Source: an optimization exercise on an open RTL-to-GDS flow (aim: small area, a short achievable clock period and few clock cycles). Production flows keep margins and buffers that such runs may drop.
Function was checked by simulation only, so behaviour that the tests miss may differ from the original.
The clock input has no modelled driver; a real chip could not lean on it and would need a root buffer or a full tree.
Power and IR drop assume default switching activity.

==> inputs of willow <==
==> flow/design.v (excerpt) <==
module ep_bitacc #(
    parameter ERR_W = 8
) (
    input  wire             clk,
    input  wire             rst,           
    input  wire             cmd_valid,
    output wire             cmd_ready,
    input  wire [39:0]      cmd_word,
    output wire             out_valid,
    output wire [7:0]       out_data,
    input  wire             out_ready,
    input  wire             out_err,
    input  wire [ERR_W-1:0] out_err_code,
    output wire             err_flag,
    output wire [ERR_W-1:0] err_code
);
    reg [31:0]      v;           
    reg [7:0]       pb;          
    reg [2:0]       pc;          
    reg [2:0]       pn;          
    reg [2:0]       f;           
    reg [4:0]       kh;          
    reg             first;       
    reg             busy;        
    reg [1:0]       z;           
    reg             err_flag_r;
    wire [1:0]  op    = cmd_word[39:38];
    wire        is_wr = (op == 2'b00);
    wire        is_tr = (op == 2'b10);
    wire [5:0]  w_eff = is_wr ? cmd_word[37:32] : {5'd0, is_tr};
    wire [5:0]  len   = {3'd0, pn} + w_eff;
    wire [5:0]  lm1   = len - 6'd1;
    wire        owes  = is_wr ? (len[5:3] != 3'd0) : (len != 6'd0);
    wire [46:0] vy = {8'd0, v, 7'd0};
    wire [14:0] win = ({15{kh[0]}} & vy[14:0])  | ({15{kh[1]}} & vy[22:8]) |
                      ({15{kh[2]}} & vy[30:16]) | ({15{kh[3]}} & vy[38:24]) |
  ...
Settings: LEC_CHECK=0, ABC_CLOCK_PERIOD_IN_PS=3500, CAP_MARGIN=20, CORE_MARGIN=2, CORE_UTILIZATION=40, SETUP_SLACK_MARGIN=1.4, SLEW_MARGIN=20; clock period 5.5 ns.
standard.sh (not shown) runs the stock make flow with config.mk's settings and CLKGATE_MAP_FILE= SYNTH_SCRIPT=/design/flow/synth_recipe.tcl, a recipe that flattens the netlist after the stock synthesis.
==> flow/flow/run.sh <==
#!/bin/bash
# Standard ORFS layout with two changes: plain buf_1 buffers on the ports
# instead of the delay cells buffer_ports picks by default, and a flat clock
# tree (flow/cts_flat.tcl: four clock buffers on the clock port, each
# driving a quadrant of the registers) in place of TritonCTS's H-tree.
set -euo pipefail
export BUFFER_PORTS_ARGS="-buffer_cell sky130_fd_sc_hd__buf_1"
export PRE_CTS_TCL="$PWD/flow/cts_flat.tcl"
bash standard.sh > standard.log 2>&1
==> flow/flow/cts_flat.tcl <==
# Clock tree for a small register count: the clock port's net feeds four
# clock buffers, one per quadrant of the registers (around their centroid),
# and each buffer drives the clock pins of its quadrant. Every register
# gets the clock through exactly one buffer, so there is no skew by design.
# Sourced as PRE_CTS_TCL: it replaces clock_tree_synthesis for this step.
proc my_flat_clock {nbuf cell} {
  set block [ord::get_db_block]
  set dbu [$block getDbUnitsPerMicron]
  set sinks {}
  set sx 0.0; set sy 0.0
  foreach it [[$block findNet clk] getITerms] {
    set bb [[$it getInst] getBBox]
    set x [expr {([$bb xMin] + [$bb xMax]) / 2.0 / $dbu}]
    set y [expr {([$bb yMin] + [$bb yMax]) / 2.0 / $dbu}]
    set name "[[$it getInst] getName]/[[$it getMTerm] getName]"
    lappend sinks [list $name $x $y]
    set sx [expr {$sx + $x}]; set sy [expr {$sy + $y}]
  }
  set n [llength $sinks]
  set cx [expr {$sx / $n}]; set cy [expr {$sy / $n}]
  set groups [dict create]
  foreach s $sinks {
    lassign $s name x y
    if {$nbuf == 2} {
      set q [expr {$x < $cx ? 0 : 1}]
    } else {
      set q [expr {($x < $cx ? 0 : 1) + ($y < $cy ? 0 : 2)}]
    }
    dict lappend groups $q $s
  }
  set i 0
  dict for {q members} $groups {
    set pins {}
    set gx 0.0; set gy 0.0
    foreach s $members {
      lassign $s name x y
      set pin [get_pins -quiet $name]
      if {[llength $pin] != 1} { error "clock pin $name not found" }
      lappend pins $pin
      set gx [expr {$gx + $x}]; set gy [expr {$gy + $y}]
    }
    set m [llength $members]
    insert_buffer -buffer_cell $cell -net clk -load_pins $pins \
      -location [list [expr {$gx / $m}] [expr {$gy / $m}]] \
      -buffer_name clkbuf_flat_$i -net_name clknet_flat_$i
    puts "clock buffer $i: $m sinks"
    incr i
  }
  # Tie the new buffers' supply pins to VDD/VSS as the floorplan's rules do.
  global_connect
  # Keep the buffers: mark the clock nets as clock nets and the buffers and
  # nets as don't-touch, so that timing repair does not remove them.
  set cnet [$block findNet clk]
  $cnet setSigType CLOCK
  foreach it [$cnet getITerms] {
    set inst [$it getInst]
    if {![string match "clkbuf_flat_*" [$inst getName]]} { error "clock port still drives [$inst getName]" }
    $inst setDoNotTouch 1
    foreach oit [$inst getITerms] {
      set onet [$oit getNet]
      if {$onet ne "NULL" && [$oit isOutputSignal]} {
        $onet setSigType CLOCK
        $onet setDoNotTouch 1
      }
    }
  }
}

rename clock_tree_synthesis my_orig_clock_tree_synthesis
proc clock_tree_synthesis {args} {
  my_flat_clock 4 sky130_fd_sc_hd__clkbuf_8
}
==> inputs of raven, as changes to willow <==
Settings changed: ABC_CLOCK_PERIOD_IN_PS 3500 to unset, CORE_UTILIZATION 40 to 65, SETUP_SLACK_MARGIN 1.4 to 1.2.
==> inputs of onyx, as changes to willow <==
==> flow/flow/run.sh (replaced) <==
#!/bin/bash
# Standard ORFS layout, with plain buffers on the ports instead of the
# delay-cell buffers that buffer_ports picks by default, and a flat clock
# tree (one level of clkbuf_16) for this small register count.
set -euo pipefail
export BUFFER_PORTS_ARGS="-buffer_cell sky130_fd_sc_hd__buf_1"
export CTS_ARGS="-sink_clustering_enable -repair_clock_nets -root_buf sky130_fd_sc_hd__clkbuf_16 -buf_list sky130_fd_sc_hd__clkbuf_16 -sink_clustering_size 64 -sink_clustering_max_diameter 1000"
bash standard.sh > standard.log 2>&1
Settings changed: ABC_CLOCK_PERIOD_IN_PS 3500 to unset.
removed: flow/flow/cts_flat.tcl
==> inputs of xenon, as changes to willow <==
==> flow/flow/run.sh (replaced) <==
#!/bin/bash
# Standard ORFS layout, with plain buffers on the ports instead of the
# delay-cell buffers that buffer_ports picks by default.
set -euo pipefail
export BUFFER_PORTS_ARGS="-buffer_cell sky130_fd_sc_hd__buf_2"
bash standard.sh > standard.log 2>&1
Settings changed: ABC_CLOCK_PERIOD_IN_PS 3500 to unset, CORE_UTILIZATION 40 to 55, CTS_CLUSTER_DIAMETER set to 200, CTS_CLUSTER_SIZE set to 60, SETUP_SLACK_MARGIN 1.4 to unset.
removed: flow/flow/cts_flat.tcl
==> notes <==
Register-to-register slack: willow is higher than xenon (90 ps).
Total power: willow is lower than onyx (26%).
Synthesized cell count is the same in xenon and willow.
In count of clock-buffer cells in the layout, xenon and onyx do not differ.
Sequential power: xenon is larger than willow (about 2%).
Core utilization, lowest first: willow, onyx, xenon, raven.
In xenon the critical path depth is lower than in onyx, by 1.
Against onyx, the non-clock buffer count of xenon is lower by 21.
Testbench counts of willow, summed over its fixed seeds: cycles 16,983.
Testbench counts of raven, summed over its fixed seeds: cycles 16,983.
Testbench counts of onyx, summed over its fixed seeds: cycles 16,983.
Testbench counts of xenon, summed over its fixed seeds: cycles 16,983.
In willow and raven the design's own scripts or RTL, not TritonCTS, make the clock network.

[what the ideal ports hide]
No port has a modelled driver above. Below, the same layouts with a new extraction and two added sets of constraints.
Step 1 sets driving cells, clkbuf_16 on the clock port and buf_2 on the other inputs (assumed; they add their load-dependent delay and slew).
Step 2 times the ports against the registers' clock, not the clock port: input delays grow and output delays shrink by t, the midpoint of the rising clock arrivals with the driver on.
Slacks: ideal / step 1 / step 2; pairs: ideal / step 1.
| run | t (ns) | slack for setup (ns) | worst hold slack (ns) | worst setup path after step 2 | worst data-port slew with drivers (ns) |
|---|---|---|---|---|---|
| willow | 0.210 | 1.588 / 1.525 / 1.605 | 0.471 / 0.471 / 0.471 | input to register | 0.03 |
| raven | 0.207 | 1.383 / 1.321 / 1.528 | 0.470 / 0.470 / 0.470 | register to output | 0.04 |
| onyx | 0.367 | 1.580 / 1.547 / 1.550 | 0.464 / 0.464 / 0.464 | input to register | 0.04 |
| xenon | 0.381 | 1.202 / 1.171 / 1.552 | 0.470 / 0.470 / 0.470 | register to output | 0.03 |
After both steps setup and hold are still met in every run listed. For onyx, which loses most, drivers alone change the setup slack by -0.033 ns; drivers and shift together by -0.030 ns.
